This design comes from an exercise in tuning for small area, a short achievable clock period and few clock cycles per item on the open sky130 flow, not from production work.
Where RTL was checked, it was by simulation tests only, not by an equivalence proof against the original.
For runs 1, 5 and 6, only the layout was checked, not whether the RTL still works.
No activity file was given, so power comes from the tool's default toggle rates.

**flow/design.v**
```verilog
module rtp_h264_depkt (
    input  wire       clk,
    input  wire       rst,
    input  wire       cfg_strict_f,
    input  wire       cfg_zero_byte,
    input  wire       in_valid,
    output wire       in_ready,
    input  wire [7:0] in_data,
    input  wire       in_last,
    output reg        out_valid,
    input  wire       out_ready,
    output reg  [7:0] out_data,
    output wire       res_valid,
    output reg  [2:0] res_cause,
    output reg  [4:0] res_flags
);
    localparam [2:0] C_OK         = 3'd0;
    localparam [2:0] C_SHORT      = 3'd1;
    localparam [2:0] C_FBIT       = 3'd2;
    localparam [2:0] C_TRUNC_DON  = 3'd3;
    localparam [2:0] C_TRUNC_SIZE = 3'd4;
    localparam [2:0] C_TRUNC_EXTRA= 3'd5;
    localparam [2:0] C_ZERO_SIZE  = 3'd6;
    localparam [2:0] C_TRUNC_UNIT = 3'd7;
    localparam [3:0] S_IDLE    = 4'd0;    
    localparam [3:0] S_FU_HDR  = 4'd1;    
    localparam [3:0] S_COPY    = 4'd2;    
    localparam [3:0] S_SZ0     = 4'd3;    
    localparam [3:0] S_SZ1     = 4'd4;    
    localparam [3:0] S_UHDR    = 4'd5;    
    localparam [3:0] S_UNIT    = 4'd6;    
    localparam [3:0] S_UNIT_F  = 4'd7;    
    localparam [3:0] S_FUB_DON = 4'd8;    
    localparam [3:0] S_AG_DON  = 4'd9;    
    localparam [3:0] S_EXT     = 4'd10;   
    localparam [3:0] S_DRAIN   = 4'd11;   
    reg  [3:0]  state;
    reg         first;       
    reg  [7:0]  hdr;         
    reg         mtap;        
    reg         m24;         
    reg  [1:0]  cnt;         
    reg         ow_z2, ow_z1, ow_01, ow_h;
    reg  [15:0] remain;      
    reg         rem1;        
    reg         szz;         
    reg         hi0;         
    reg  [4:0]  sflags;      
    reg         res_pend;    
    function [4:0] classify(input [4:0] ty);
        case (ty)
            5'd1: classify = 5'b01000;
            5'd5: classify = 5'b10000;
            5'd6: classify = 5'b00100;
            5'd7: classify = 5'b00001;
            5'd8: classify = 5'b00010;
            default: classify = 5'b00000;
        endcase
    endfunction
    wire [4:0] t0 = in_data[4:0];
    wire t_single = (t0 != 5'd0) && !(t0[4] && t0[3]);
    wire zb_app   = cfg_zero_byte && ((t0 == 5'd6) || (t0 == 5'd7) || (t0 == 5'd8));
    wire uf       = cfg_strict_f && in_data[7];
    wire d_zero   = (in_data == 8'd0);
    wire sz_z     = hi0 && d_zero;
    wire st_idle  = (state == S_IDLE);
    wire st_uhdr  = (state == S_UHDR);
    wire o_free   = !out_valid || out_ready;    
    assign in_ready  = !ow_h && o_free;
    wire   take      = in_valid && in_ready;
    assign res_valid = res_pend && !ow_h && o_free;
    reg       push;
    reg [7:0] push_val;
    always @(*) begin
        push     = 1'b0;
        push_val = in_data;
        case (state)
            S_IDLE:   begin push = t_single;   push_val = 8'h00; end
            S_FU_HDR: begin push = in_data[7]; push_val = 8'h00; end
            S_SZ0, S_SZ1: begin push = 1'b1;   push_val = 8'h00; end
            S_UHDR:   begin push = 1'b1;       push_val = {7'd0, !zb_app}; end
            S_COPY, S_UNIT, S_UNIT_F: push = 1'b1;
            default: ;
        endcase
    end
    reg [2:0] cause;
    always @(*) begin
        case (state)
            S_FUB_DON: cause = cnt[0] ? C_OK : C_TRUNC_DON;
            S_SZ0:     cause = C_TRUNC_SIZE;
            S_SZ1:     cause = mtap ? C_TRUNC_EXTRA : sz_z ? C_ZERO_SIZE : C_TRUNC_UNIT;
            S_EXT:     cause = (cnt != 2'd3) ? C_TRUNC_EXTRA : szz ? C_ZERO_SIZE : C_TRUNC_UNIT;
            S_UHDR:    cause = !rem1 ? C_TRUNC_UNIT : uf ? C_FBIT : C_OK;
            S_UNIT:    cause = !rem1 ? C_TRUNC_UNIT : C_OK;
            S_UNIT_F:  cause = !rem1 ? C_TRUNC_UNIT : C_FBIT;
            S_DRAIN:   cause = {cnt[0], cnt[0] | cnt[1], 1'b0};
            default:   cause = C_OK;
        endcase
        if (st_idle || first)
            cause = C_SHORT;
    end
    wire [4:0] flags_now = st_uhdr ? (sflags | classify(t0)) : sflags;
    always @(posedge clk) begin
        if (ow_h && o_free)
            out_data <= (ow_z1 || ow_z2) ? 8'h00 : ow_01 ? 8'h01 : hdr;
        else if (take && push)
            out_data <= push_val;
        if (take) begin
            if (st_idle) begin
                hdr    <= in_data;
                mtap   <= (t0 == 5'd26) || (t0 == 5'd27);
                m24    <= (t0 == 5'd27) || (t0 == 5'd29);
                sflags <= classify(t0);
            end
            if (state == S_FU_HDR) begin
                hdr[4:0] <= t0;
                sflags   <= in_data[7] ? classify(t0) : 5'd0;
            end
            if (st_uhdr) begin
                hdr    <= in_data;
                sflags <= flags_now;
            end
            if (state == S_SZ0) begin
                remain[15:8] <= in_data;
                hi0          <= d_zero;
            end
            if (state == S_SZ1) begin
                remain[7:0] <= in_data;
                rem1        <= hi0 && (in_data == 8'd1);
                szz         <= sz_z;
            end
            if (st_uhdr || state == S_UNIT || state == S_UNIT_F) begin
                remain <= remain - 16'd1;
                rem1   <= (remain == 16'd2);
            end
            if (in_last) begin
                res_cause <= cause;
                res_flags <= (cause == C_OK) ? flags_now : 5'd0;
            end
        end
    end
    always @(posedge clk) begin
        if (rst) begin
            state     <= S_IDLE;
            out_valid <= 1'b0;
            res_pend  <= 1'b0;
            {ow_z2, ow_z1, ow_01, ow_h} <= 4'b0000;
        end else begin
            if (out_ready)
                out_valid <= 1'b0;
            if (res_valid)
                res_pend <= 1'b0;
            if (ow_h && o_free) begin
                out_valid <= 1'b1;
                {ow_z2, ow_z1, ow_01, ow_h} <= {1'b0, ow_z2, ow_z1, ow_01};
            end
            if (take) begin
                if (push)
                    out_valid <= 1'b1;
                first <= st_idle;
                case (state)
                    S_IDLE: begin
                        cnt <= 2'd0;
                        if (uf) begin
                            cnt   <= 2'd2;
                            state <= S_DRAIN;
                        end else if (t_single) begin
                            {ow_z2, ow_z1, ow_01, ow_h} <= {zb_app, 3'b111};
                            state <= S_COPY;
                        end else if (t0 == 5'd24)
                            state <= S_SZ0;
                        else if (t0 == 5'd25 || t0 == 5'd26 || t0 == 5'd27)
                            state <= S_AG_DON;
                        else if (t0 == 5'd28 || t0 == 5'd29)
                            state <= S_FU_HDR;
                        else
                            state <= S_DRAIN;
                    end
                    S_FU_HDR: begin
                        if (in_data[7])
                            {ow_z2, ow_z1, ow_01, ow_h} <= 4'b0111;
                        state <= m24 ? S_FUB_DON : S_COPY;
                    end
                    S_FUB_DON: begin
                        cnt <= 2'd1;
                        if (cnt[0])
                            state <= S_COPY;
                    end
                    S_AG_DON: begin
                        cnt <= 2'd1;
                        if (cnt[0])
                            state <= S_SZ0;
                    end
                    S_SZ0:
                        state <= S_SZ1;
                    S_SZ1: begin
                        cnt <= m24 ? 2'd0 : 2'd1;
                        if (mtap)
                            state <= S_EXT;
                        else if (sz_z) begin
                            cnt   <= 2'd1;
                            state <= S_DRAIN;
                        end else
                            state <= S_UHDR;
                    end
                    S_EXT: begin
                        cnt <= cnt + 2'd1;
                        if (cnt == 2'd3) begin
                            if (szz) begin
                                cnt   <= 2'd1;
                                state <= S_DRAIN;
                            end else
                                state <= S_UHDR;
                        end
                    end
                    S_UHDR, S_UNIT, S_UNIT_F: begin
                        if (st_uhdr)
                            {ow_z2, ow_z1, ow_01, ow_h} <= {2'b00, zb_app, 1'b1};
                        if (rem1) begin
                            if (st_uhdr ? uf : (state == S_UNIT_F)) begin
                                cnt   <= 2'd2;
                                state <= S_DRAIN;
                            end else
                                state <= S_SZ0;
                        end else if (st_uhdr)
                            state <= uf ? S_UNIT_F : S_UNIT;
                    end
                    default: ;
                endcase
                if (in_last) begin
                    state    <= S_IDLE;
                    res_pend <= 1'b1;
                end
            end
        end
    end
endmodule
```
**flow/run.sh**
```bash
#!/bin/bash
# synth_recipe.tcl (not shown) runs the flow's synth.tcl, then flattens the netlist and writes it again
# the make line also repeats each setting of config.mk as NAME=value (left out here)
make -C /OpenROAD-flow-scripts/flow DESIGN_CONFIG=/design/flow/config.mk WORK_HOME=/design/flow/orfs CLKGATE_MAP_FILE= SYNTH_SCRIPT=/design/flow/synth_recipe.tcl finish
```
**flow/config.mk**
```make
export PLATFORM = sky130hd
export DESIGN_NAME = rtp_h264_depkt
export DESIGN_NICKNAME = rtp_h264_depkt
export VERILOG_FILES = /design/flow/design.v
export SDC_FILE = /design/flow/constraint.sdc
export NUM_CORES = 4
export LEC_CHECK = 0
export CAP_MARGIN = 20
export CORE_MARGIN = 2
export CORE_UTILIZATION = 40
export SETUP_SLACK_MARGIN = 2.4
export SLEW_MARGIN = 20
```
**flow/constraint.sdc**
```tcl
create_clock -name core_clock -period 5.0 [get_ports {clk}]
set_input_delay 1.0000 -clock core_clock [delete_from_list [all_inputs] [get_ports {clk}]]
set_output_delay 1.0000 -clock core_clock [all_outputs]
set_load 0.01 [all_outputs]
```
==> results of run 1 <==
-- area by class of cell --
type,instances,share of cell area [%]
sequential,63,40.24
clock buffer,9,2.780
clock inverter,7,1.095
inverter,18,1.516
multi-input combinational,286,42.38
timing repair buffer,45,8.874
tap,111,3.117
-- cell families after synthesis --
group | count (synthesis) | share of synthesized area (%)
compound gates | 106 | 17.54
flops | 63 | 48.02
xor+xnor | 14 | 3.286
mux | 5 | 1.341
buf+inv | 39 | 4.728
simple gates | 156 | 23.47
fa+ha+maj | 5 | 1.610
-- metal layers --
metal	share of wire, %	up-vias	GRT usage, %
li1	-	1522	-
met1	47	1521	27.09
met2	47	85	30.00
met3	4.1	17	4.508
met4	2.0	0	8.430
met5	0	-	0
-- power by group --
group          switching, mW  internal [mW]  leakage [nW]
registers             0.0223          0.611         0.579
clock network          0.218          0.180        0.0894
logic                  0.129         0.0930         0.869
-- cell usage in the layout (no fill, tap or decap), types with 3 or more instances in the layout --
cell / Yosys / final
edfxtp_1: 53 / 53
a21oi_1: 40 / 39
nor2_1: 38 / 36
o21ai_0: 24 / 24
nand2_1: 21 / 21
clkdlybuf4s50_1: 0 / 21
inv_1: 17 / 17
nor3_1: 17 / 16
nand2b_1: 14 / 13
buf_4: 4 / 11
clkbuf_8: 0 / 9
dfxtp_1: 10 / 9
xor2_1: 8 / 8
nor2b_1: 8 / 7
a22o_1: 7 / 7
nand3_1: 8 / 7
or3_1: 6 / 6
o22ai_1: 6 / 6
xnor2_1: 6 / 6
mux2i_1: 5 / 5
nor4_1: 9 / 5
o32ai_1: 5 / 5
clkbuf_2: 2 / 5
nand3b_1: 4 / 4
and3_1: 4 / 4
ha_1: 4 / 4
dlygate4sd2_1: 0 / 4
nor2_4: 1 / 3
a211oi_1: 3 / 3
nor4_2: 0 / 3
clkinv_2: 0 / 3
-- per-stage QoR --
step           cell area, um2  total power [mW]
5_1_grt                  4456             1.299
6_report                 4456             1.253
2_1_floorplan            3736            0.7646
4_1_cts                  4428             1.249
3_3_place_gp             4126            0.8455
3_5_place_dp             4126            0.8473
-- worst max-delay path: stages --
cell	delay, ps
buf_2	120
nand2b_4	150
and3_1	170
buf_2	130
-- what timing repair did --
action | in CTS | in global routing
gates resized for setup | 33 | 17
buffers inserted | 7 | 1
setup endpoints to repair | 44 | 69
pin swaps | 5 | 2
-- flip-flops by register name, indices dropped and copies added, names as in the netlist --
| register | count |
|---|---|
| m24 | 1 |
| cnt | 2 |
| ow_h | 1 |
| state | 4 |
| remain | 16 |
| hi0 | 1 |
| res_flags | 5 |
| out_data | 8 |
| ow_01 | 1 |
| mtap | 1 |
| ow_z1 | 1 |
| res_cause | 3 |
| ow_z2 | 1 |
| out_valid | 1 |
| rem1 | 1 |
| szz | 1 |
| first | 1 |
| hdr | 8 |
| res_pend | 1 |
| sflags | 5 |
-- worst max-delay path by stage --
stage / to / startpoint / slack (ps) / cells past startpoint
after global routing: out_data[0]$_DFFE_PP_ / in_data[3] / 2390 / 7
after CTS: rem1$_DFFE_PP_ / state[2]$_SDFFE_PP0P_ / 2320 / 5
after floorplan: out_data[0]$_DFFE_PP_ / in_data[1] / 2490 / 6
after detailed placement: out_data[5]$_DFFE_PP_ / in_data[1] / 1570 / 6
final: res_valid / out_ready / 2430 / 4
after global placement: out_data[7]$_DFFE_PP_ / in_data[1] / 1640 / 6
==> results.py, run 1 <==
metrics = {
    "status": {
        "outcome": "complete, no violations",
    },
    "synth": {
        "yosysWarningCount": 1,
        "async_reset_ff_share_pct": 0,
        "ys_top_cells_by_count": "53 x edfxtp_1, 40 x a21oi_1, 38 x nor2_1",
        "avgSynthCellArea_um2": 9.616,
        "netlist_top_cells_area": "edfxtp_1 43%, a21oi_1 5.4%, dfxtp_1 5.4%",
        "yosysMostFrequentCell": "edfxtp_1",
        "syn_inst": 388,
        "synth_seq_area_share_pct": 48.02,
        "yosys_most_used_dff": "edfxtp_1",
        "synth-seq-cells": 63,
        "synth_top_cell_by_area": "edfxtp_1",
        "synth.net_count": 407,
        "synth_edf_count": 53,
        "synth_top_area_share_pct": 42.66,
        "synth_area_um2": 3731,
        "synthDistinctLibCells": 64,
    },
    "hold_path": {
        "holdPathStages": 2,
        "holdPathEnd": "res_pend$_SDFF_PP0_",
        "hp-class": "reg -> reg",
        "worstHoldStart": "res_pend$_SDFF_PP0_",
    },
    "global_route": {
        "grt_pass1_wl_mm": 15.50,
        "overflow": 0,
        "grt_start_max_net_pins": 27,
        "antenna_found_initial": 0,
        "first_global_vias": 2992,
        "grt_use_total_pct": 19.76,
    },
    "layout": {
        "area_growth_syn_to_layout_pct": 19.42,
        "drive_gt1_share_pct": 14.95,
        "n_fill_cell": 870,
        "fin_util_pct": 48.68,
        "nets": 442,
        "multi_input_area_um2": 1888,
        "register_area_um2": 1793,
        "fin_cells": 539,
        "diodes": 0,
    },
    "worst_setup_path": {
        "rrSetupSlack_ps": 2600,
        "r2r-start": "state[1]$_SDFFE_PP0P_",
        "crit_path_end_kind": "output pin",
        "critPathKind": "in -> out",
        "start_kind": "input port",
        "timing.rr.end": "res_flags[2]$_SDFFCE_PP0P_",
        "critPathMaxFanout": 3,
        "required_ps": 4000,
        "reg2reg_depth": 5,
        "critical_path_arrival_ps": 1570,
    },
    "timing": {
        "slew_violations": 0,
        "min_period_over_period_pct": 51.43,
        "finalSetupViolCount": 0,
        "finalSetupTns_ps": 0,
        "whs_ps": 492.9,
        "setup_ws_ps": 2428,
        "post-route-min-period_ps": 2572,
        "max-slew-margin-rel_pct": 43.45,
        "clock-skew-final_ps": 10.57,
        "tightest_slew_ps": 847.1,
        "hold_viol": 0,
        "fmax_mhz": 388.9,
        "rsz0062_at_grt": "yes",
    },
    "place": {
        "place_congestion": 0.8754,
        "io_buffers": 33,
        "place_inst": 515,
        "pre_cts_ws_ps": 1569,
        "dp_hpwl_mm": 6.698,
    },
    "cts": {
        "htreeDepth": 3,
        "cts_root_buf": "clkbuf_8",
        "clockBufferDepth": 2,
        "postCtsHoldBufs": 0,
        "numCtsBuffers": 9,
        "clk_pin_slew_ps": 70,
        "cts_tree": "done",
        "clkLatencyLatePin_ps": 360,
        "cts_sinks": 63,
    },
    "route": {
        "postRouteAntennaNets": 0,
        "drt-total-wl_mm": 9.603,
        "dr.pass1.iters": 5,
        "drtIter0Drc": 348,
        "wl_per_cell_um": 17.82,
        "drc": 0,
        "viasPerCell": 5.835,
        "num_vias": 3145,
    },
    "pwr": {
        "p_leak_nw": 1.537,
        "ir_worst_vdd_mv": 0.1020,
        "power_density_nw_per_um2": 281.3,
    },
    "floorplan": {
        "fp-row-count": 35,
        "fp.dieArea_um2": 10120,
        "initial_core_util_pct": 40.77,
        "die_y_um": 100.6,
        "ios": 34,
        "core_um2": 9153,
        "die_x_um": 100.6,
    },
    "run": {
        "drv_cap": 0,
    },
}
==> run 2: changes to the inputs <==
--- a/flow/design.v
+++ b/flow/design.v
@@ -100,43 +100,41 @@
             cause = C_SHORT;
     end
     wire [4:0] flags_now = st_uhdr ? (sflags | classify(t0)) : sflags;
+    wire in_body = st_uhdr || state == S_UNIT || state == S_UNIT_F;
     always @(posedge clk) begin
-        if (ow_h && o_free)
-            out_data <= (ow_z1 || ow_z2) ? 8'h00 : ow_01 ? 8'h01 : hdr;
-        else if (take && push)
-            out_data <= push_val;
-        if (take) begin
-            if (st_idle) begin
-                hdr    <= in_data;
-                mtap   <= (t0 == 5'd26) || (t0 == 5'd27);
-                m24    <= (t0 == 5'd27) || (t0 == 5'd29);
-                sflags <= classify(t0);
-            end
-            if (state == S_FU_HDR) begin
-                hdr[4:0] <= t0;
-                sflags   <= in_data[7] ? classify(t0) : 5'd0;
-            end
-            if (st_uhdr) begin
-                hdr    <= in_data;
+        if (o_free)
+            out_data <= ow_h ? ((ow_z1 || ow_z2) ? 8'h00 : ow_01 ? 8'h01 : hdr) : push_val;
+        if (st_idle && !ow_h) begin
+            hdr    <= in_data;
+            mtap   <= (t0 == 5'd26) || (t0 == 5'd27);
+            m24    <= (t0 == 5'd27) || (t0 == 5'd29);
+            sflags <= classify(t0);
+        end
+        if (state == S_FU_HDR) begin
+            hdr[4:0] <= t0;
+            sflags   <= in_data[7] ? classify(t0) : 5'd0;
+        end
+        if (st_uhdr) begin
+            hdr <= in_data;
+            if (in_valid)
                 sflags <= flags_now;
-            end
-            if (state == S_SZ0) begin
-                remain[15:8] <= in_data;
-                hi0          <= d_zero;
-            end
-            if (state == S_SZ1) begin
-                remain[7:0] <= in_data;
-                rem1        <= hi0 && (in_data == 8'd1);
-                szz         <= sz_z;
-            end
-            if (st_uhdr || state == S_UNIT || state == S_UNIT_F) begin
-                remain <= remain - 16'd1;
-                rem1   <= (remain == 16'd2);
-            end
-            if (in_last) begin
-                res_cause <= cause;
-                res_flags <= (cause == C_OK) ? flags_now : 5'd0;
-            end
+        end
+        if (state == S_SZ0) begin
+            remain[15:8] <= in_data;
+            hi0          <= d_zero;
+        end
+        if (state == S_SZ1) begin
+            remain[7:0] <= in_data;
+            rem1        <= hi0 && (in_data == 8'd1);
+            szz         <= sz_z;
+        end
+        if (in_body && take) begin
+            remain <= remain - 16'd1;
+            rem1   <= (remain == 16'd2);
+        end
+        if (take && in_last) begin
+            res_cause <= cause;
+            res_flags <= (cause == C_OK) ? flags_now : 5'd0;
         end
     end
     always @(posedge clk) begin
--- a/flow/config.mk
+++ b/flow/config.mk
@@ -8,5 +8,5 @@
 export CAP_MARGIN = 20
 export CORE_MARGIN = 2
 export CORE_UTILIZATION = 40
-export SETUP_SLACK_MARGIN = 2.4
+export SETUP_SLACK_MARGIN = 2.5
 export SLEW_MARGIN = 20
==> run 2 against run 1 <==
Compared with the run above:
- maximum frequency grew 0.33%
- utilization fell by 0.41 points
- final area decreased by 0.84%
- flip-flop and latch count did not move
- sequential power about the same
- synthesized cell count decreased by 5.2%
- critical endpoint unchanged
- area after synthesis hardly changed
- critical path type unchanged
- die area is essentially flat
- power rose by 11%
==> results.py, run 2 <==
metrics = {
    "status": {
        "outcome": "complete, no violations",
    },
    "place": {
        "dp_hpwl_mm": 6.524,
        "place_inst": 496,
        "pre_cts_ws_ps": 1553,
        "place_area_um2": 4084,
        "place_congestion": 0.8554,
        "io_buffers": 33,
    },
    "timing": {
        "max-slew-margin-rel_pct": 47.33,
        "fmax_mhz": 390.1,
        "finalSetupTns_ps": 0,
        "whs_ps": 473.4,
        "slew_violations": 0,
        "finalSetupViolCount": 0,
        "rsz0062_at_grt": "yes",
        "hold_viol": 0,
        "post-route-min-period_ps": 2563,
        "clock-skew-final_ps": 13.74,
        "setup_ws_ps": 2437,
        "tightest_slew_ps": 789.0,
        "min_period_over_period_pct": 51.27,
    },
    "worst_setup_path": {
        "crit_top_cell": "buf_6",
        "path_cells": "buf_6 > nor2b_4 > inv_4 > and3_4 > buf_6",
        "start_kind": "input port",
        "required_ps": 4000,
        "max_stage_delay_ps": 170,
        "crit_path_end_kind": "output pin",
        "slowest_stage": "and3_4",
        "critical_path_arrival_ps": 1560,
        "critPathMaxFanout": 2,
        "critPathKind": "in -> out",
    },
    "route": {
        "viasPerCell": 5.753,
        "drtIter0Drc": 248,
        "num_vias": 2980,
        "drc": 0,
        "drt-total-wl_mm": 9.142,
        "postRouteAntennaNets": 0,
        "dr.pass1.iters": 4,
        "wl_per_cell_um": 17.65,
    },
    "synth": {
        "synth.net_count": 387,
        "synth_seq_area_share_pct": 46.70,
        "async_reset_ff_share_pct": 0,
        "netlist_top_cells_area": "edfxtp_1 39%, dfxtp_1 8.1%, a21oi_1 4.4%",
        "synth_top_area_share_pct": 38.64,
        "synthDistinctLibCells": 72,
        "yosys_most_used_dff": "edfxtp_1",
        "synth_edf_count": 48,
        "synth-seq-cells": 63,
        "syn_inst": 368,
        "avgSynthCellArea_um2": 10.14,
        "yosysMostFrequentCell": "edfxtp_1",
        "ys_top_cells_by_count": "48 x edfxtp_1, 33 x a21oi_1, 30 x nand2_1",
        "synth_area_um2": 3730,
        "yosysWarningCount": 1,
        "synth_top_cell_by_area": "edfxtp_1",
    },
    "floorplan": {
        "die_y_um": 100.6,
        "initial_core_util_pct": 40.75,
        "ios": 34,
        "fp.dieArea_um2": 10110,
        "fp-row-count": 35,
        "core_um2": 9153,
        "die_x_um": 100.6,
    },
    "global_route": {
        "grt_use_total_pct": 19.06,
        "grt_pass1_wl_mm": 14.89,
        "overflow": 0,
        "first_global_vias": 2897,
        "grt_start_max_net_pins": 30,
        "antenna_found_initial": 0,
    },
    "layout": {
        "final_common_cell": "edfxtp_1",
        "final_cell_mix": "48 x edfxtp_1, 33 x a21oi_1, 30 x nand2_1, 28 x nor2_1, 22 x clkdlybuf4s50_1",
        "area_growth_syn_to_layout_pct": 18.45,
        "fin_cells": 518,
        "diodes": 0,
        "stdcell_area_um2": 4418,
        "nets": 421,
        "top_register": "remain",
        "fin_util_pct": 48.27,
        "largest_reg_flops": 16,
        "drive_gt1_share_pct": 16.95,
        "largestRegisters": "remain (16), hdr (8), out_data (8)",
    },
    "pwr": {
        "ir_worst_vdd_mv": 0.1620,
        "p_leak_nw": 1.572,
        "fin_total_pwr_mw": 1.385,
        "power_density_nw_per_um2": 313.6,
    },
    "hold_path": {
        "hp-class": "reg -> reg",
    },
    "cts": {
        "cts_sinks": 63,
        "clockBufferDepth": 2,
        "numCtsBuffers": 9,
        "clk_pin_slew_ps": 80,
        "cts_tree": "done",
        "cts_root_buf": "clkbuf_8",
        "postCtsHoldBufs": 0,
        "htreeDepth": 3,
        "clkLatencyLatePin_ps": 350,
    },
    "run": {
        "drv_cap": 0,
    },
}
## run 2: cell count changes in the layout (fill, tap and decap cells not counted), moves of 6 or more
cell	delta
nor2_1	-8
dfxtp_1	+6
nand2_1	+9
nor3_1	-8
a21oi_1	-6
nand2b_1	-8
o21ai_0	-8
## run 2: worst max-delay path, delay by kind of cell
kind                   cells  cell delay [ps]
and+or+nand+nor            2              310
buffers and inverters      3              240
## run 2: layer usage
metal	global-route usage, %	share of wire, %	vias to the layer above
met3	3.745	3.6	17
met5	0	0	-
met4	7.587	2.2	0
li1	-	-	1453
met1	26.42	47	1439
met2	29.43	47	71
## run 2: cell type report
| cell class | count | area (um2) |
|---|---|---|
| fillers | 861 | 4735 |
| multi-input cells | 269 | 1851 |
| flip-flops and latches | 63 | 1742 |
| repair buffers | 40 | 386.6 |
| well taps | 111 | 138.9 |
| clock buffers | 9 | 123.9 |
| clock inverters | 7 | 102.6 |
| inverters | 19 | 73.82 |
## run 2: timing repair
action	in CTS	in global routing
cloned	0	1
pin swaps	1	4
buffers inserted	4	1
endpoints found under the setup margin	50	30
gates resized for setup	32	9
## run 2: power by group
group | internal, mW | total, mW | switching (mW)
Combinational | 0.102 | 0.239 | 0.137
Sequential | 0.610 | 0.633 | 0.0228
Clock | 0.287 | 0.514 | 0.227
## run 2: path summary, 6_finish.rpt
path | startpoint | endpoint | slack, ps | cells after the start
max | out_ready | res_valid | 2440 | 5
max reg2reg | state[0]$_SDFFE_PP0P_ | remain[5]$_DFFE_PP_ | 2620 | 4
min reg2reg | sflags[4]$_DFF_P_ | sflags[4]$_DFF_P_ | 470 | 2
min | sflags[4]$_DFF_P_ | sflags[4]$_DFF_P_ | 470 | 2
## run 2: logic make-up after synthesis
logic type | count (synthesis) | synth area share [%]
adder cells (fa/ha/maj) | 4 | 1.342
multiplexers | 4 | 1.208
buffers and inverters | 37 | 5.468
XOR/XNOR | 14 | 3.288
AO/OA/AOI/OAI | 107 | 19.89
AND/OR/NAND/NOR | 139 | 22.11
flip-flops | 63 | 46.70
Testbench counts of run 2, summed over its fixed seeds: cycles 180,227, in bytes 177,094.
==> run 3: changes to the inputs <==
--- a/flow/design.v
+++ b/flow/design.v
@@ -12,7 +12,7 @@
     output reg  [7:0] out_data,
     output wire       res_valid,
     output reg  [2:0] res_cause,
-    output reg  [4:0] res_flags
+    output wire [4:0] res_flags
 );
     localparam [2:0] C_OK         = 3'd0;
     localparam [2:0] C_SHORT      = 3'd1;
@@ -42,11 +42,9 @@
     reg  [1:0]  cnt;         
     reg         ow_z2, ow_z1, ow_01, ow_h;
     reg  [15:0] remain;      
-    reg         rem1;        
-    reg         szz;         
-    reg         hi0;         
     reg  [4:0]  sflags;      
     reg         res_pend;    
+    reg         res_ok;      
     function [4:0] classify(input [4:0] ty);
         case (ty)
             5'd1: classify = 5'b01000;
@@ -62,13 +60,19 @@
     wire zb_app   = cfg_zero_byte && ((t0 == 5'd6) || (t0 == 5'd7) || (t0 == 5'd8));
     wire uf       = cfg_strict_f && in_data[7];
     wire d_zero   = (in_data == 8'd0);
+    wire hi0      = (remain[15:8] == 8'd0);
+    wire rem1     = (remain == 16'd1);
+    wire szz      = (remain == 16'd0);
     wire sz_z     = hi0 && d_zero;
     wire st_idle  = (state == S_IDLE);
     wire st_uhdr  = (state == S_UHDR);
     wire o_free   = !out_valid || out_ready;    
-    assign in_ready  = !ow_h && o_free;
+    wire   rdy_r     = !ow_h;
+    wire   res_r     = res_pend && !ow_h;
+    assign in_ready  = (rdy_r && !out_valid) || (rdy_r && out_ready);
     wire   take      = in_valid && in_ready;
-    assign res_valid = res_pend && !ow_h && o_free;
+    assign res_valid = (res_r && !out_valid) || (res_r && out_ready);
+    assign res_flags = res_ok ? sflags : 5'd0;
     reg       push;
     reg [7:0] push_val;
     always @(*) begin
@@ -108,8 +112,9 @@
             hdr    <= in_data;
             mtap   <= (t0 == 5'd26) || (t0 == 5'd27);
             m24    <= (t0 == 5'd27) || (t0 == 5'd29);
+        end
+        if (st_idle && take)
             sflags <= classify(t0);
-        end
         if (state == S_FU_HDR) begin
             hdr[4:0] <= t0;
             sflags   <= in_data[7] ? classify(t0) : 5'd0;
@@ -119,22 +124,15 @@
             if (in_valid)
                 sflags <= flags_now;
         end
-        if (state == S_SZ0) begin
+        if (state == S_SZ0)
             remain[15:8] <= in_data;
-            hi0          <= d_zero;
-        end
-        if (state == S_SZ1) begin
+        if (state == S_SZ1)
             remain[7:0] <= in_data;
-            rem1        <= hi0 && (in_data == 8'd1);
-            szz         <= sz_z;
-        end
-        if (in_body && take) begin
+        if (in_body && take)
             remain <= remain - 16'd1;
-            rem1   <= (remain == 16'd2);
-        end
         if (take && in_last) begin
             res_cause <= cause;
-            res_flags <= (cause == C_OK) ? flags_now : 5'd0;
+            res_ok    <= (cause == C_OK);
         end
     end
     always @(posedge clk) begin
--- a/flow/config.mk
+++ b/flow/config.mk
@@ -8,5 +8,7 @@
 export CAP_MARGIN = 20
 export CORE_MARGIN = 2
 export CORE_UTILIZATION = 40
+export CTS_CLUSTER_DIAMETER = 100
+export CTS_CLUSTER_SIZE = 40
 export SETUP_SLACK_MARGIN = 2.5
 export SLEW_MARGIN = 20
==> run 3 against run 2 <==
Compared with the run above:
- hold slack gained 5.0 ps
- still clean
- largest cell class unchanged
- clock-buffer cell count shrank 4
- final area shrank 11%
- global-route usage shrank 0.61 points
- worst setup slack lost 120 ps
==> results.py, run 3 <==
metrics = {
    "timing": {
        "rsz0062_at_grt": "yes",
        "tightest_slew_ps": 880.7,
        "max-slew-margin-rel_pct": 41.20,
        "clock-skew-final_ps": 11.21,
        "whs_ps": 478.4,
        "fmax_mhz": 373.2,
        "finalSetupTns_ps": 0,
        "post-route-min-period_ps": 2679,
        "hold_viol": 0,
        "finalSetupViolCount": 0,
        "slew_violations": 0,
        "min_period_over_period_pct": 53.59,
    },
    "floorplan": {
        "core_um2": 8175,
        "fp-row-count": 33,
        "fp.dieArea_um2": 9151,
        "initial_core_util_pct": 41.11,
        "die_y_um": 95.66,
        "die_x_um": 95.66,
        "ios": 34,
    },
    "cts": {
        "htreeDepth": 2,
        "cts_root_buf": "clkbuf_8",
        "cts_sinks": 56,
        "numCtsBuffers": 5,
        "cts_tree": "done",
        "postCtsHoldBufs": 0,
        "clk_pin_slew_ps": 110,
        "clkLatencyLatePin_ps": 310,
        "clockBufferDepth": 2,
    },
    "layout": {
        "drive_gt1_share_pct": 11.95,
        "fin_util_pct": 48.06,
        "largest_reg_flops": 16,
        "final_cell_mix": "41 x edfxtp_1, 38 x nor2_1, 33 x nand2_1, 28 x a21oi_1",
        "stdcell_area_um2": 3929,
        "n_fill_cell": 753,
        "top_register": "remain",
        "diodes": 0,
        "nets": 404,
        "largestRegisters": "remain (16), hdr (8), out_data (8)",
        "area_growth_syn_to_layout_pct": 16.90,
        "multi_input_area_um2": 1729,
        "final_common_cell": "edfxtp_1",
        "register_area_um2": 1533,
    },
    "synth": {
        "yosys_most_used_dff": "edfxtp_1",
        "yosysWarningCount": 1,
        "synth_top_cell_by_area": "edfxtp_1",
        "synth_top_area_share_pct": 36.63,
        "synth-seq-cells": 56,
        "ys_top_cells_by_count": "41 x edfxtp_1, 40 x nor2_1, 33 x nand2_1",
        "synth_area_um2": 3361,
        "synth_edf_count": 41,
        "syn_inst": 357,
        "synth.net_count": 377,
        "netlist_top_cells_area": "edfxtp_1 37%, dfxtp_1 8.9%, nor2_1 4.5%",
        "synthDistinctLibCells": 61,
        "yosysMostFrequentCell": "edfxtp_1",
        "avgSynthCellArea_um2": 9.414,
        "async_reset_ff_share_pct": 0,
        "synth_seq_area_share_pct": 45.57,
    },
    "route": {
        "wl_per_cell_um": 16.85,
        "viasPerCell": 5.898,
        "drt-total-wl_mm": 8.256,
        "num_vias": 2890,
        "dr.pass1.iters": 5,
        "drtIter0Drc": 148,
        "drc": 0,
        "postRouteAntennaNets": 0,
    },
    "place": {
        "place_congestion": 0.9029,
        "io_buffers": 33,
        "dp_hpwl_mm": 6.062,
        "place_area_um2": 3730,
    },
    "global_route": {
        "grt_start_max_net_pins": 30,
        "antenna_found_initial": 0,
        "overflow": 0,
        "grt_pass1_wl_mm": 13.05,
        "first_global_vias": 2588,
        "grt_use_total_pct": 18.45,
    },
    "hold_path": {
        "hp-class": "reg -> reg",
        "holdPathStages": 2,
        "worstHoldStart": "sflags[2]$_DFF_P_",
        "holdPathEnd": "sflags[2]$_DFF_P_",
    },
    "pwr": {
        "ir_worst_vdd_mv": 0.1204,
        "fin_total_pwr_mw": 1.047,
        "p_leak_nw": 1.432,
        "power_density_nw_per_um2": 266.5,
    },
    "worst_setup_path": {
        "rrSetupSlack_ps": 2580,
        "r2r-start": "state[0]$_SDFFE_PP0P_",
        "crit_path_end_kind": "output pin",
        "start_kind": "input port",
        "critPathMaxFanout": 4,
        "timing.rr.end": "state[1]$_SDFFE_PP0P_",
        "critPathKind": "in -> out",
        "required_ps": 4000,
        "critical_path_arrival_ps": 1680,
        "reg2reg_depth": 5,
    },
    "status": {
        "outcome": "complete, no violations",
    },
    "run": {
        "drv_cap": 0,
    },
}
[run 3: cell count changes after synthesis, moves of 4 or more]
cell,change
xnor2_1,-4
o21ai_0,+7
inv_1,-4
nor4_1,+4
nand4b_1,-4
nor2_1,+11
edfxtp_1,-7
a21oi_1,-5
nor3_2,-5
buf_2,-7
buf_4,-5
clkbuf_1,+14
[run 3: critical path, stage by stage]
cell	delay [ps]
buf_6	90
and2b_4	290
inv_6	30
and3_4	160
buf_6	110
[run 3: timing repair]
| action | CTS | global route |
|---|---|---|
| buffers inserted | 3 | 4 |
| pin swaps | 2 | 4 |
| resized for setup | 29 | 20 |
| setup endpoints to repair | 57 | 42 |
[run 3: per-stage QoR]
step,setup slack [ps],instances
floorplan,2453,357
detailed placement,1406,475
CTS,2318,486
finish,2321,490
global route,2304,490
global placement,1429,475
[run 3: per-layer routing]
| metal | global-route usage (%) | vias to the layer above | wire (um) |
|---|---|---|---|
| met2 | 30.94 | 102 | 3859 |
| met4 | 4.167 | 0 | 141 |
| met1 | 24.76 | 1379 | 3810 |
| li1 | - | 1395 | - |
| met3 | 3.399 | 14 | 444 |
| met5 | 0 | - | 0 |
[run 3: worst max path at each step]
| stage | start | to | slack, ps | cells past startpoint |
|---|---|---|---|---|
| after floorplan | out_ready | res_valid | 2450 | 3 |
| after global placement | out_ready | res_valid | 1430 | 5 |
| after detailed placement | out_ready | res_valid | 1410 | 5 |
| after CTS | out_ready | res_valid | 2320 | 5 |
| after global routing | out_ready | res_valid | 2300 | 5 |
| final | out_ready | res_valid | 2320 | 5 |
[run 3: area by class of cell]
class | count | area share, %
clock buffers | 5 | 1.752
clock inverters | 3 | 0.6369
inverters | 13 | 1.369
multi-input cells | 267 | 44.01
flip-flops and latches | 56 | 39.01
well taps | 105 | 3.344
repair buffers | 41 | 9.873
[run 3: kinds of logic (layout without fill, tap and decap cells)]
family / after synthesis / in the layout / share of synthesized area [%]
flops: 56 / 56 / 45.57
xor+xnor: 13 / 13 / 3.388
buf+inv: 34 / 62 / 4.914
mux: 2 / 2 / 0.5957
compound gates: 108 / 108 / 21.11
fa+ha+maj: 5 / 5 / 1.862
simple gates: 139 / 139 / 22.56
[run 3: power by group]
part,internal (mW),switching (mW),leakage (nW)
Clock,0.103,0.163,0.0452
Sequential,0.542,0.0308,0.527
Combinational,0.0960,0.113,0.860
Testbench counts of run 3, summed over its fixed seeds: cycles 180,227, in bytes 177,094.
==> run 4: changes to the inputs <==
--- a/flow/config.mk
+++ b/flow/config.mk
@@ -8,7 +8,5 @@
 export CAP_MARGIN = 20
 export CORE_MARGIN = 2
 export CORE_UTILIZATION = 40
-export CTS_CLUSTER_DIAMETER = 100
-export CTS_CLUSTER_SIZE = 40
 export SETUP_SLACK_MARGIN = 2.5
 export SLEW_MARGIN = 20
==> run 4 against run 3 <==
Compared with the run above:
- still clean
- first-iteration DRC count did not move
- sequential share of layout area is the same
- wire length unchanged
- maximum frequency unchanged
- power unchanged
- final area unchanged
- clock power is essentially flat
- register-to-register slack about the same
- hold slack did not move
- utilization is the same
- largest cell class unchanged
- largest power group unchanged
==> results.py, run 4 <==
metrics = {
    "status": {
        "outcome": "complete, no violations",
    },
    "worst_setup_path": {
        "critical_path_arrival_ps": 1680,
        "start_kind": "input port",
        "critPathKind": "in -> out",
        "timing.rr.end": "state[1]$_SDFFE_PP0P_",
        "reg2reg_depth": 5,
        "crit_end": "res_valid",
        "critPathMaxFanout": 4,
        "rrSetupSlack_ps": 2580,
        "startpoint": "out_ready",
        "required_ps": 4000,
        "r2r-start": "state[0]$_SDFFE_PP0P_",
        "crit_path_end_kind": "output pin",
    },
    "synth": {
        "async_reset_ff_share_pct": 0,
        "synthDistinctLibCells": 61,
        "syn_inst": 357,
        "yosysMostFrequentCell": "edfxtp_1",
        "avgSynthCellArea_um2": 9.414,
        "yosys_most_used_dff": "edfxtp_1",
        "synth_area_um2": 3361,
        "netlist_top_cells_area": "edfxtp_1 37%, dfxtp_1 8.9%, nor2_1 4.5%",
        "synth_top_cell_by_area": "edfxtp_1",
        "synth_top_area_share_pct": 36.63,
        "yosysWarningCount": 1,
        "synth.net_count": 377,
        "synth_seq_area_share_pct": 45.57,
        "synth_edf_count": 41,
        "synth-seq-cells": 56,
        "ys_top_cells_by_count": "41 x edfxtp_1, 40 x nor2_1, 33 x nand2_1",
    },
    "timing": {
        "post-route-min-period_ps": 2679,
        "max-slew-margin-rel_pct": 41.20,
        "hold_viol": 0,
        "finalSetupTns_ps": 0,
        "fmax_mhz": 373.2,
        "setup_ws_ps": 2321,
        "slew_violations": 0,
        "tightest_slew_ps": 880.7,
        "rsz0062_at_grt": "yes",
        "whs_ps": 478.4,
        "clock-skew-final_ps": 11.21,
        "min_period_over_period_pct": 53.59,
        "finalSetupViolCount": 0,
    },
    "floorplan": {
        "fp-row-count": 33,
        "initial_core_util_pct": 41.11,
        "ios": 34,
        "core_um2": 8175,
        "die_y_um": 95.66,
        "die_x_um": 95.66,
        "fp.dieArea_um2": 9151,
    },
    "route": {
        "drc": 0,
        "drtIter0Drc": 148,
        "wl_per_cell_um": 16.85,
        "drt-total-wl_mm": 8.256,
        "dr.pass1.iters": 5,
        "postRouteAntennaNets": 0,
        "num_vias": 2890,
        "viasPerCell": 5.898,
    },
    "cts": {
        "clkLatencyLatePin_ps": 310,
        "cts_tree": "done",
        "cts_sinks": 56,
        "clockBufferDepth": 2,
        "numCtsBuffers": 5,
        "clk_pin_slew_ps": 110,
        "cts_root_buf": "clkbuf_8",
        "htreeDepth": 2,
    },
    "layout": {
        "multi_input_area_um2": 1729,
        "drive_gt1_share_pct": 11.95,
        "final_cell_mix": "41 x edfxtp_1, 38 x nor2_1, 33 x nand2_1, 28 x a21oi_1",
        "nets": 404,
        "diodes": 0,
        "area_growth_syn_to_layout_pct": 16.90,
        "stdcell_area_um2": 3929,
        "register_area_um2": 1533,
        "n_fill_cell": 753,
        "top_register": "remain",
        "largest_reg_flops": 16,
        "largestRegisters": "remain (16), hdr (8), out_data (8)",
        "fin_util_pct": 48.06,
        "final_common_cell": "edfxtp_1",
        "fin_cells": 490,
    },
    "global_route": {
        "grt_use_total_pct": 18.45,
        "first_global_vias": 2588,
        "grt_pass1_wl_mm": 13.05,
        "overflow": 0,
        "grt_start_max_net_pins": 30,
        "antenna_found_initial": 0,
    },
    "run": {
        "drv_cap": 0,
    },
    "pwr": {
        "p_leak_nw": 1.432,
        "power_density_nw_per_um2": 266.5,
        "ir_worst_vdd_mv": 0.1204,
        "fin_total_pwr_mw": 1.047,
    },
    "place": {
        "place_congestion": 0.9029,
        "place_inst": 475,
        "io_buffers": 33,
        "place_area_um2": 3730,
        "pre_cts_ws_ps": 1406,
        "dp_hpwl_mm": 6.062,
    },
    "hold_path": {
        "hp-class": "reg -> reg",
    },
}
## run 4: cell families (layout without fill, tap and decap cells)
kind of cell / Yosys count / count (layout) / share of synthesized area [%]
adders and majority gates: 5 / 5 / 1.862
muxes: 2 / 2 / 0.5957
buffers and inverters: 34 / 62 / 4.914
xor gates and xnor gates: 13 / 13 / 3.388
DFF: 56 / 56 / 45.57
and+or+nand+nor: 139 / 139 / 22.56
AOI/OAI and AO/OA: 108 / 108 / 21.11
## run 4: worst min path at each step
stage                           start                end  slack (ps)  cells after the start
finish              sflags[2]$_DFF_P_  sflags[2]$_DFF_P_         480                      2
global route        sflags[0]$_DFF_P_  sflags[0]$_DFF_P_         510                      2
detailed placement  sflags[3]$_DFF_P_  sflags[3]$_DFF_P_         450                      2
global placement    sflags[3]$_DFF_P_  sflags[3]$_DFF_P_         440                      2
CTS                 sflags[3]$_DFF_P_  sflags[3]$_DFF_P_         470                      2
floorplan           sflags[3]$_DFF_P_  sflags[3]$_DFF_P_         420                      2
## run 4: what timing repair did
action | CTS | global route
setup buffers | 3 | 4
hold buffers | 0 | 0
gates resized for setup | 29 | 20
setup endpoints to repair | 57 | 42
pin swaps | 2 | 4
## run 4: report_power, final
part           switching [mW]  total [mW]  internal, mW
combinational           0.113       0.209        0.0960
clock                   0.163       0.266         0.103
sequential             0.0308       0.573         0.542
total                   0.307        1.05         0.741
## run 4: final cells by class
class                      instances  area share (%)
inverter                          13           1.369
multi-input combinational        267           44.01
tap                              105           3.344
timing repair buffer              41           9.873
clock buffer                       5           1.752
sequential                        56           39.01
clock inverter                     3          0.6369
## run 4: layer usage
layer | vias to the layer above | track usage [%] | routed length, um
met5 | - | 0 | 0
met2 | 102 | 30.94 | 3859
li1 | 1395 | - | -
met4 | 0 | 4.167 | 141
met1 | 1379 | 24.76 | 3810
met3 | 14 | 3.399 | 444
## run 4: critical path, stage by stage
cell	delay, ps
buf_6	90
and2b_4	290
inv_6	30
and3_4	160
buf_6	110
==> run 5: changes to the inputs <==
--- a/flow/design.v
+++ b/flow/design.v
@@ -44,6 +44,10 @@
     reg  [15:0] remain;      
     reg  [4:0]  sflags;      
     reg         res_pend;    
+    reg         h_rdy;       
+    reg         h_rdy_e;     
+    reg         h_res;       
+    reg         h_res_e;     
     reg         res_ok;      
     function [4:0] classify(input [4:0] ty);
         case (ty)
@@ -67,11 +71,9 @@
     wire st_idle  = (state == S_IDLE);
     wire st_uhdr  = (state == S_UHDR);
     wire o_free   = !out_valid || out_ready;    
-    wire   rdy_r     = !ow_h;
-    wire   res_r     = res_pend && !ow_h;
-    assign in_ready  = (rdy_r && !out_valid) || (rdy_r && out_ready);
+    assign in_ready  = h_rdy_e || (h_rdy && out_ready);
     wire   take      = in_valid && in_ready;
-    assign res_valid = (res_r && !out_valid) || (res_r && out_ready);
+    assign res_valid = h_res_e || (h_res && out_ready);
     assign res_flags = res_ok ? sflags : 5'd0;
     reg       push;
     reg [7:0] push_val;
@@ -135,99 +137,121 @@
             res_ok    <= (cause == C_OK);
         end
     end
-    always @(posedge clk) begin
+    reg [3:0] n_state;
+    reg       n_out_valid, n_res_pend, n_first;
+    reg [1:0] n_cnt;
+    reg [3:0] n_ow;
+    always @(*) begin
+        n_state     = state;
+        n_out_valid = out_valid;
+        n_res_pend  = res_pend;
+        n_first     = first;
+        n_cnt       = cnt;
+        n_ow        = {ow_z2, ow_z1, ow_01, ow_h};
         if (rst) begin
-            state     <= S_IDLE;
-            out_valid <= 1'b0;
-            res_pend  <= 1'b0;
-            {ow_z2, ow_z1, ow_01, ow_h} <= 4'b0000;
+            n_state     = S_IDLE;
+            n_out_valid = 1'b0;
+            n_res_pend  = 1'b0;
+            n_ow = 4'b0000;
         end else begin
             if (out_ready)
-                out_valid <= 1'b0;
+                n_out_valid = 1'b0;
             if (res_valid)
-                res_pend <= 1'b0;
+                n_res_pend = 1'b0;
             if (ow_h && o_free) begin
-                out_valid <= 1'b1;
-                {ow_z2, ow_z1, ow_01, ow_h} <= {1'b0, ow_z2, ow_z1, ow_01};
+                n_out_valid = 1'b1;
+                n_ow = {1'b0, ow_z2, ow_z1, ow_01};
             end
             if (take) begin
                 if (push)
-                    out_valid <= 1'b1;
-                first <= st_idle;
+                    n_out_valid = 1'b1;
+                n_first = st_idle;
                 case (state)
                     S_IDLE: begin
-                        cnt <= 2'd0;
+                        n_cnt = 2'd0;
                         if (uf) begin
-                            cnt   <= 2'd2;
-                            state <= S_DRAIN;
+                            n_cnt   = 2'd2;
+                            n_state = S_DRAIN;
                         end else if (t_single) begin
-                            {ow_z2, ow_z1, ow_01, ow_h} <= {zb_app, 3'b111};
-                            state <= S_COPY;
+                            n_ow = {zb_app, 3'b111};
+                            n_state = S_COPY;
                         end else if (t0 == 5'd24)
-                            state <= S_SZ0;
+                            n_state = S_SZ0;
                         else if (t0 == 5'd25 || t0 == 5'd26 || t0 == 5'd27)
-                            state <= S_AG_DON;
+                            n_state = S_AG_DON;
                         else if (t0 == 5'd28 || t0 == 5'd29)
-                            state <= S_FU_HDR;
+                            n_state = S_FU_HDR;
                         else
-                            state <= S_DRAIN;
+                            n_state = S_DRAIN;
                     end
                     S_FU_HDR: begin
                         if (in_data[7])
-                            {ow_z2, ow_z1, ow_01, ow_h} <= 4'b0111;
-                        state <= m24 ? S_FUB_DON : S_COPY;
+                            n_ow = 4'b0111;
+                        n_state = m24 ? S_FUB_DON : S_COPY;
                     end
                     S_FUB_DON: begin
-                        cnt <= 2'd1;
+                        n_cnt = 2'd1;
                         if (cnt[0])
-                            state <= S_COPY;
+                            n_state = S_COPY;
                     end
                     S_AG_DON: begin
-                        cnt <= 2'd1;
+                        n_cnt = 2'd1;
                         if (cnt[0])
-                            state <= S_SZ0;
+                            n_state = S_SZ0;
                     end
                     S_SZ0:
-                        state <= S_SZ1;
+                        n_state = S_SZ1;
                     S_SZ1: begin
-                        cnt <= m24 ? 2'd0 : 2'd1;
+                        n_cnt = m24 ? 2'd0 : 2'd1;
                         if (mtap)
-                            state <= S_EXT;
+                            n_state = S_EXT;
                         else if (sz_z) begin
-                            cnt   <= 2'd1;
-                            state <= S_DRAIN;
+                            n_cnt   = 2'd1;
+                            n_state = S_DRAIN;
                         end else
-                            state <= S_UHDR;
+                            n_state = S_UHDR;
                     end
                     S_EXT: begin
-                        cnt <= cnt + 2'd1;
+                        n_cnt = cnt + 2'd1;
                         if (cnt == 2'd3) begin
                             if (szz) begin
-                                cnt   <= 2'd1;
-                                state <= S_DRAIN;
+                                n_cnt   = 2'd1;
+                                n_state = S_DRAIN;
                             end else
-                                state <= S_UHDR;
+                                n_state = S_UHDR;
                         end
                     end
                     S_UHDR, S_UNIT, S_UNIT_F: begin
                         if (st_uhdr)
-                            {ow_z2, ow_z1, ow_01, ow_h} <= {2'b00, zb_app, 1'b1};
+                            n_ow = {2'b00, zb_app, 1'b1};
                         if (rem1) begin
                             if (st_uhdr ? uf : (state == S_UNIT_F)) begin
-                                cnt   <= 2'd2;
-                                state <= S_DRAIN;
+                                n_cnt   = 2'd2;
+                                n_state = S_DRAIN;
                             end else
-                                state <= S_SZ0;
+                                n_state = S_SZ0;
                         end else if (st_uhdr)
-                            state <= uf ? S_UNIT_F : S_UNIT;
+                            n_state = uf ? S_UNIT_F : S_UNIT;
                     end
                     default: ;
                 endcase
                 if (in_last) begin
-                    state    <= S_IDLE;
-                    res_pend <= 1'b1;
+                    n_state    = S_IDLE;
+                    n_res_pend = 1'b1;
                 end
             end
         end
     end
+    always @(posedge clk) begin
+        state     <= n_state;
+        out_valid <= n_out_valid;
+        res_pend  <= n_res_pend;
+        first     <= n_first;
+        cnt       <= n_cnt;
+        {ow_z2, ow_z1, ow_01, ow_h} <= n_ow;
+        h_rdy     <= !n_ow[0];
+        h_rdy_e   <= !n_ow[0] && !n_out_valid;
+        h_res     <= n_res_pend && !n_ow[0];
+        h_res_e   <= n_res_pend && !n_ow[0] && !n_out_valid;
+    end
 endmodule
--- a/flow/config.mk
+++ b/flow/config.mk
@@ -8,5 +8,5 @@
 export CAP_MARGIN = 20
 export CORE_MARGIN = 2
 export CORE_UTILIZATION = 40
-export SETUP_SLACK_MARGIN = 2.5
+export SETUP_SLACK_MARGIN = 2.6
 export SLEW_MARGIN = 20
==> run 5 against run 4 <==
Compared with the run above:
- first-iteration DRC count increased by 17%
- worst setup slack improved by 270 ps
- clock-buffer cell count increased by 4
- critical endpoint is now in_ready
- largest cell class unchanged
==> results.py, run 5 <==
metrics = {
    "timing": {
        "tightest_slew_ps": 577.2,
        "finalSetupViolCount": 0,
        "max-slew-margin-rel_pct": 60.52,
        "slew_violations": 0,
        "min_period_over_period_pct": 48.29,
        "fmax_mhz": 414.2,
        "clock-skew-final_ps": 6.591,
        "hold_viol": 0,
        "post-route-min-period_ps": 2414,
        "finalSetupTns_ps": 0,
        "rsz0062_at_grt": "yes",
    },
    "global_route": {
        "first_global_vias": 2542,
        "antenna_found_initial": 0,
        "overflow": 0,
        "grt_start_max_net_pins": 27,
        "grt_pass1_wl_mm": 13.51,
        "grt_use_total_pct": 19.36,
    },
    "route": {
        "dr.pass1.iters": 4,
        "drt-total-wl_mm": 8.476,
        "drc": 0,
        "postRouteAntennaNets": 0,
        "drtIter0Drc": 173,
        "num_vias": 2813,
        "viasPerCell": 5.660,
        "wl_per_cell_um": 17.05,
    },
    "layout": {
        "fin_util_pct": 50.06,
        "diodes": 0,
        "n_fill_cell": 791,
        "final_cell_mix": "41 x edfxtp_1, 30 x nor2_1, 26 x a21oi_1, 23 x nand2_1, 17 x clkdlybuf4s50_1",
        "multi_input_area_um2": 1735,
        "drive_gt1_share_pct": 16.07,
        "stdcell_area_um2": 4134,
        "top_register": "remain",
        "area_growth_syn_to_layout_pct": 20.67,
        "largest_reg_flops": 16,
        "largestRegisters": "remain (16), hdr (8), out_data (8)",
        "final_common_cell": "edfxtp_1",
        "register_area_um2": 1619,
        "nets": 406,
    },
    "synth": {
        "synth_edf_count": 41,
        "avgSynthCellArea_um2": 9.732,
        "synth.net_count": 371,
        "synth-seq-cells": 60,
        "netlist_top_cells_area": "edfxtp_1 36%, dfxtp_1 11%, a21oi_1 3.9%",
        "synth_mux_area_share_pct": 1.863,
        "synthDistinctLibCells": 69,
        "syn_inst": 352,
        "yosysWarningCount": 1,
        "synthSimpleGateAreaFrac_pct": 21.37,
        "synth_top_area_share_pct": 35.94,
        "yosys_most_used_dff": "edfxtp_1",
        "synth_area_um2": 3426,
        "synth-xor-area-share_pct": 3.579,
        "yosysMostFrequentCell": "edfxtp_1",
        "async_reset_ff_share_pct": 0,
        "synth_fa_ha_area_share_pct": 1.461,
        "synth_seq_area_share_pct": 47.04,
        "synth_top_family_by_area": "simple AND/OR/NAND/NOR gates",
        "synth_top_cell_by_area": "edfxtp_1",
        "ys_top_cells_by_count": "41 x edfxtp_1, 30 x nor2_1, 27 x a21oi_1, 27 x nand2_1, 19 x dfxtp_1",
        "synth_compound_area_share_pct": 19.91,
    },
    "pwr": {
        "power_density_nw_per_um2": 312.8,
        "p_sw_share_pct": 26.95,
        "p_leak_nw": 1.475,
        "seq_power_share_pct": 47.0,
        "combPwrFrac_pct": 15.2,
        "clkPwrFrac_pct": 37.8,
        "p_int_mw": 0.9445,
        "ir_worst_vdd_mv": 0.1532,
        "p_sw_mw": 0.3484,
    },
    "cts": {
        "clkLatencyLatePin_ps": 350,
        "cts_tree": "done",
        "clockBufferDepth": 2,
        "numCtsBuffers": 9,
        "htreeDepth": 3,
        "cts_sinks": 60,
        "postCtsHoldBufs": 0,
        "clk_pin_slew_ps": 70,
        "cts_root_buf": "clkbuf_8",
    },
    "worst_setup_path": {
        "required_ps": 4000,
        "critPathTopFamily": "buffers and inverters",
        "critPathMaxFanout": 3,
        "start_kind": "input port",
        "reg2reg_depth": 5,
        "path_cells": "buf_8 > a21o_1 > buf_2",
        "slowest_stage": "a21o_1",
        "crit_buf_inv": 2,
        "crit_path_end_kind": "output pin",
        "critPathKind": "in -> out",
        "crit_cells": 3,
        "max_stage_delay_ps": 170,
        "critical_path_arrival_ps": 1410,
    },
    "floorplan": {
        "fp.dieArea_um2": 9321,
        "die_y_um": 96.55,
        "initial_core_util_pct": 41.48,
        "die_x_um": 96.55,
        "ios": 34,
        "fp-row-count": 33,
        "core_um2": 8258,
    },
    "place": {
        "place_area_um2": 3796,
        "io_buffers": 33,
        "dp_hpwl_mm": 5.963,
        "place_congestion": 0.9065,
    },
    "hold_path": {
        "holdPathStages": 2,
        "hp-class": "reg -> reg",
    },
    "run": {
        "drv_cap": 0,
    },
    "status": {
        "outcome": "complete, no violations",
    },
}
run 5: changes by cell type in the layout (fill, tap and decap cells not counted), sizes merged, moves of 4 or more:
cell	change
nor3	+8
buf	+7
dfxtp	+4
nor2b	+4
nor2	-10
nand2	-6
o31ai	-5
a31oi	-4
dlymetal6s2s	-4
run 5: per-stage QoR:
step | hold WS (ps) | setup WS [ps] | instances | power, mW
2_1_floorplan | 434.1 | 2525 | 352 | 0.7253
3_3_place_gp | 448.1 | 1735 | 472 | 0.8027
3_5_place_dp | 450.4 | 1645 | 472 | 0.8042
4_1_cts | 475.1 | 2563 | 492 | 1.293
5_1_grt | 480.4 | 2565 | 497 | 1.348
6_report | 470.7 | 2586 | 497 | 1.293
run 5: worst paths after layout:
kind | from | endpoint | slack [ps]
max | out_ready | in_ready | 2590
min | sflags[0]$_DFF_P_ | sflags[0]$_DFF_P_ | 470
max reg2reg | state[2]$_SDFFE_PP0P_ | res_ok$_DFFE_PP_ | 2700
min reg2reg | sflags[0]$_DFF_P_ | sflags[0]$_DFF_P_ | 470
run 5: power by group through the flow:
stage	Clock (mW)	Combinational, mW	Sequential (mW)
after floorplan	0	0.117	0.608
after global placement	0	0.186	0.616
after detailed placement	0	0.188	0.616
after CTS	0.493	0.193	0.607
after global routing	0.519	0.216	0.613
final	0.489	0.196	0.608
run 5: cell families after synthesis:
logic type / after synthesis
adders and majority gates: 4
and+or+nand+nor: 132
buffers and inverters: 35
DFF: 60
xor gates and xnor gates: 14
muxes: 6
AOI/OAI and AO/OA: 101
run 5: final cells by class:
| cell class | count | share of cell area (%) |
|---|---|---|
| Inverter | 16 | 1.453 |
| Clock inverter | 7 | 2.179 |
| Multi-Input combinational cell | 257 | 41.98 |
| Sequential cell | 60 | 39.16 |
| Tap cell | 105 | 3.178 |
| Clock buffer | 9 | 2.996 |
| Timing Repair Buffer | 43 | 9.050 |
run 5: tightest hold or removal path, stage by stage (launching register included):
cell and delay, ps:
dfxtp_1 310, o21ai_0 60, a21oi_1 60
run 5: timing repair:
item / 4_1_cts / 5_1_grt
gates resized for setup: 63 / 13
pin swaps: 6 / 8
endpoints found under the setup margin: 59 / 30
buffers inserted: 4 / 5
run 5: layer usage:
layer / routed length (um) / GRT usage, % / vias up
li1: - / - / 1391
met1: 4122 / 27.20 / 1328
met2: 3764 / 29.11 / 77
met3: 441 / 4.422 / 17
met4: 146 / 7.277 / 0
met5: 0 / 0 / -
==> run 6: changes to the inputs <==
--- a/flow/config.mk
+++ b/flow/config.mk
@@ -8,5 +8,5 @@
 export CAP_MARGIN = 20
 export CORE_MARGIN = 2
 export CORE_UTILIZATION = 40
-export SETUP_SLACK_MARGIN = 2.6
+export SETUP_SLACK_MARGIN = 2.75
 export SLEW_MARGIN = 20
==> run 6 against run 5 <==
Compared with the run above:
- still clean on timing, DRC and antenna
- global-route usage fell by 0.11 points
- via count rose by 2.1%
- combinational power barely moved
- power rose by 1.4%
==> results.py, run 6 <==
metrics = {
    "route": {
        "num_vias": 2873,
        "dr.pass1.iters": 5,
        "wl_per_cell_um": 17.28,
        "drc": 0,
        "viasPerCell": 5.769,
        "drt-total-wl_mm": 8.603,
        "drtIter0Drc": 221,
        "postRouteAntennaNets": 0,
    },
    "synth": {
        "synth.net_count": 371,
        "yosysMostFrequentCell": "edfxtp_1",
        "yosysWarningCount": 1,
        "avgSynthCellArea_um2": 9.732,
        "synthDistinctLibCells": 69,
        "synth_top_cell_by_area": "edfxtp_1",
        "synth-seq-cells": 60,
        "synth_edf_count": 41,
        "yosys_most_used_dff": "edfxtp_1",
        "synth_seq_area_share_pct": 47.04,
        "syn_inst": 352,
        "async_reset_ff_share_pct": 0,
        "synth_area_um2": 3426,
        "synth_top_area_share_pct": 35.94,
        "ys_top_cells_by_count": "41 x edfxtp_1, 30 x nor2_1, 27 x a21oi_1, 27 x nand2_1, 19 x dfxtp_1",
        "netlist_top_cells_area": "edfxtp_1 36%, dfxtp_1 11%, a21oi_1 3.9%",
    },
    "layout": {
        "fin_util_pct": 51.11,
        "largest_reg_flops": 16,
        "diodes": 0,
        "drive_gt1_share_pct": 20.10,
        "fin_cells": 498,
        "largestRegisters": "remain (16), hdr (8), out_data (8)",
        "top_register": "remain",
        "nets": 407,
        "area_growth_syn_to_layout_pct": 23.19,
        "final_cell_mix": "41 x edfxtp_1, 30 x nor2_1, 26 x a21oi_1, 23 x nand2_1, 15 x dfxtp_1",
        "final_common_cell": "edfxtp_1",
    },
    "timing": {
        "max-slew-margin-rel_pct": 61.05,
        "fmax_mhz": 415.9,
        "hold_viol": 0,
        "clock-skew-final_ps": 9.013,
        "rsz0062_at_grt": "yes",
        "slew_violations": 0,
        "post-route-min-period_ps": 2404,
        "min_period_over_period_pct": 48.09,
        "tightest_slew_ps": 579.8,
        "finalSetupTns_ps": 0,
        "finalSetupViolCount": 0,
    },
    "floorplan": {
        "initial_core_util_pct": 41.48,
        "die_x_um": 96.55,
        "fp-row-count": 33,
        "die_y_um": 96.55,
        "fp.dieArea_um2": 9321,
        "ios": 34,
        "core_um2": 8258,
    },
    "worst_setup_path": {
        "path_cells": "buf_8 > a21o_1 > buf_2",
        "slowest_stage": "a21o_1",
        "critPathKind": "in -> out",
        "start_kind": "input port",
        "critPathTopFamily": "buffers and inverters",
        "crit_path_end_kind": "output pin",
        "crit_buf_inv": 2,
        "required_ps": 4000,
        "critical_path_arrival_ps": 1400,
        "max_stage_delay_ps": 160,
        "critPathMaxFanout": 3,
    },
    "status": {
        "outcome": "complete, no violations",
    },
    "cts": {
        "cts_root_buf": "clkbuf_8",
        "numCtsBuffers": 9,
        "htreeDepth": 3,
        "clkLatencyLatePin_ps": 350,
        "clk_pin_slew_ps": 80,
        "cts_tree": "done",
        "clockBufferDepth": 2,
        "cts_sinks": 60,
    },
    "place": {
        "dp_hpwl_mm": 6.017,
        "io_buffers": 33,
        "place_inst": 472,
        "place_congestion": 0.9600,
    },
    "global_route": {
        "overflow": 0,
        "grt_pass1_wl_mm": 13.43,
        "grt_start_max_net_pins": 27,
        "grt_use_total_pct": 19.26,
        "antenna_found_initial": 0,
        "first_global_vias": 2591,
    },
    "pwr": {
        "ir_worst_vdd_mv": 0.1183,
        "power_density_nw_per_um2": 310.7,
        "p_leak_nw": 1.562,
    },
    "hold_path": {
        "hp-class": "reg -> reg",
    },
    "run": {
        "drv_cap": 0,
    },
}
## run 6: cell counts after synthesis
Identical to the previous run, type by type.
## run 6: timing repair
action                     4_1_cts  5_1_grt
resized for setup               91       22
setup endpoints to repair       64       44
hold endpoints to repair         0        0
hold buffers                     0        0
gates cloned                     0        0
pin swaps                       14        4
buffers inserted                 7        3
## run 6: power by group
group / total (mW) / switching, mW / internal (mW) / leakage (nW)
clock network: 0.505 / 0.222 / 0.283 / 0.110
registers: 0.608 / 0.0303 / 0.577 / 0.562
logic: 0.199 / 0.109 / 0.0891 / 0.890
total: 1.31 / 0.362 / 0.949 / 1.56
## run 6: path summary, 6_finish.rpt
kind,startpoint,endpoint,slack (ps),depth (start not counted)
setup / recovery,out_ready,in_ready,2600,3
hold / removal,sflags[4]$_DFF_P_,sflags[4]$_DFF_P_,460,1
setup reg to reg,remain[4]$_DFFE_PP_,remain[10]$_DFFE_PP_,2820,5
hold reg to reg,sflags[4]$_DFF_P_,sflags[4]$_DFF_P_,460,1
## run 6: cell families after synthesis
| group | share of synthesized area (%) |
|---|---|
| AND/OR/NAND/NOR | 21.37 |
| flip-flops | 47.04 |
| adder cells (fa/ha/maj) | 1.461 |
| AO/OA/AOI/OAI | 19.91 |
| multiplexers | 1.863 |
| buffers and inverters | 4.784 |
| XOR/XNOR | 3.579 |
## run 6: layout make-up
type | count | area, um2
well taps | 105 | 131.4
multi-input cells | 257 | 1800
clock buffers | 9 | 123.9
clock inverters | 7 | 98.84
inverters | 16 | 60.06
fillers | 786 | 4038
flip-flops and latches | 60 | 1619
repair buffers | 44 | 386.6
## run 6: stage by stage
step / worst slack [ps] / instance area [um2] / hold WS [ps] / power (mW)
floorplan: 2526 / 3458 / 434.1 / 0.7270
detailed placement: 1630 / 3806 / 451.4 / 0.8045
finish: 2596 / 4220 / 464.5 / 1.311
CTS: 2565 / 4139 / 467.3 / 1.313
global placement: 1729 / 3806 / 443.0 / 0.8034
global route: 2580 / 4220 / 501.0 / 1.362
## run 6: routing by layer
| layer | global-route usage, % | vias to the layer above | share of wire, % |
|---|---|---|---|
| li1 | - | 1398 | - |
| met3 | 3.026 | 11 | 4.5 |
| met2 | 30.21 | 84 | 48 |
| met4 | 7.629 | 0 | 1.5 |
| met1 | 26.70 | 1380 | 46 |
| met5 | 0 | - | 0 |

-- afterwards: timing with drivers on the ports --
How much do the figures lean on ideal ports? The routed layouts below were timed once more, with nothing changed but the port constraints.
Step 1, drivers: a clkbuf_16 drives clk and a buf_2 each remaining input, both assumed.
Step 2 moves the port delays by t, midway between the first and last clock arrival at a register: inputs arrive t later, outputs are due t later. That takes back most of the time a late clock gives input paths.
a / b / c = ideal ports / drivers / drivers and shift; a / b = the first two.
run | shift t [ns] | slack for setup (ns) | hold WS [ns]
run 1 | 0.382 | 2.428 / 2.408 / 2.078 | 0.493 / 0.493 / 0.493
run 2 | 0.376 | 2.437 / 2.405 / 2.192 | 0.473 / 0.473 / 0.473
run 3 | 0.339 | 2.321 / 2.289 / 2.197 | 0.478 / 0.478 / 0.478
run 4 | 0.339 | 2.321 / 2.289 / 2.197 | 0.478 / 0.478 / 0.478
run 5 | 0.384 | 2.586 / 2.547 / 2.286 | 0.471 / 0.471 / 0.471
run 6 | 0.383 | 2.596 / 2.556 / 2.425 | 0.465 / 0.465 / 0.465
After both steps every run listed still meets setup and hold. For run 1, which loses most, drivers alone change the setup slack by -0.020 ns; drivers and shift together by -0.350 ns.
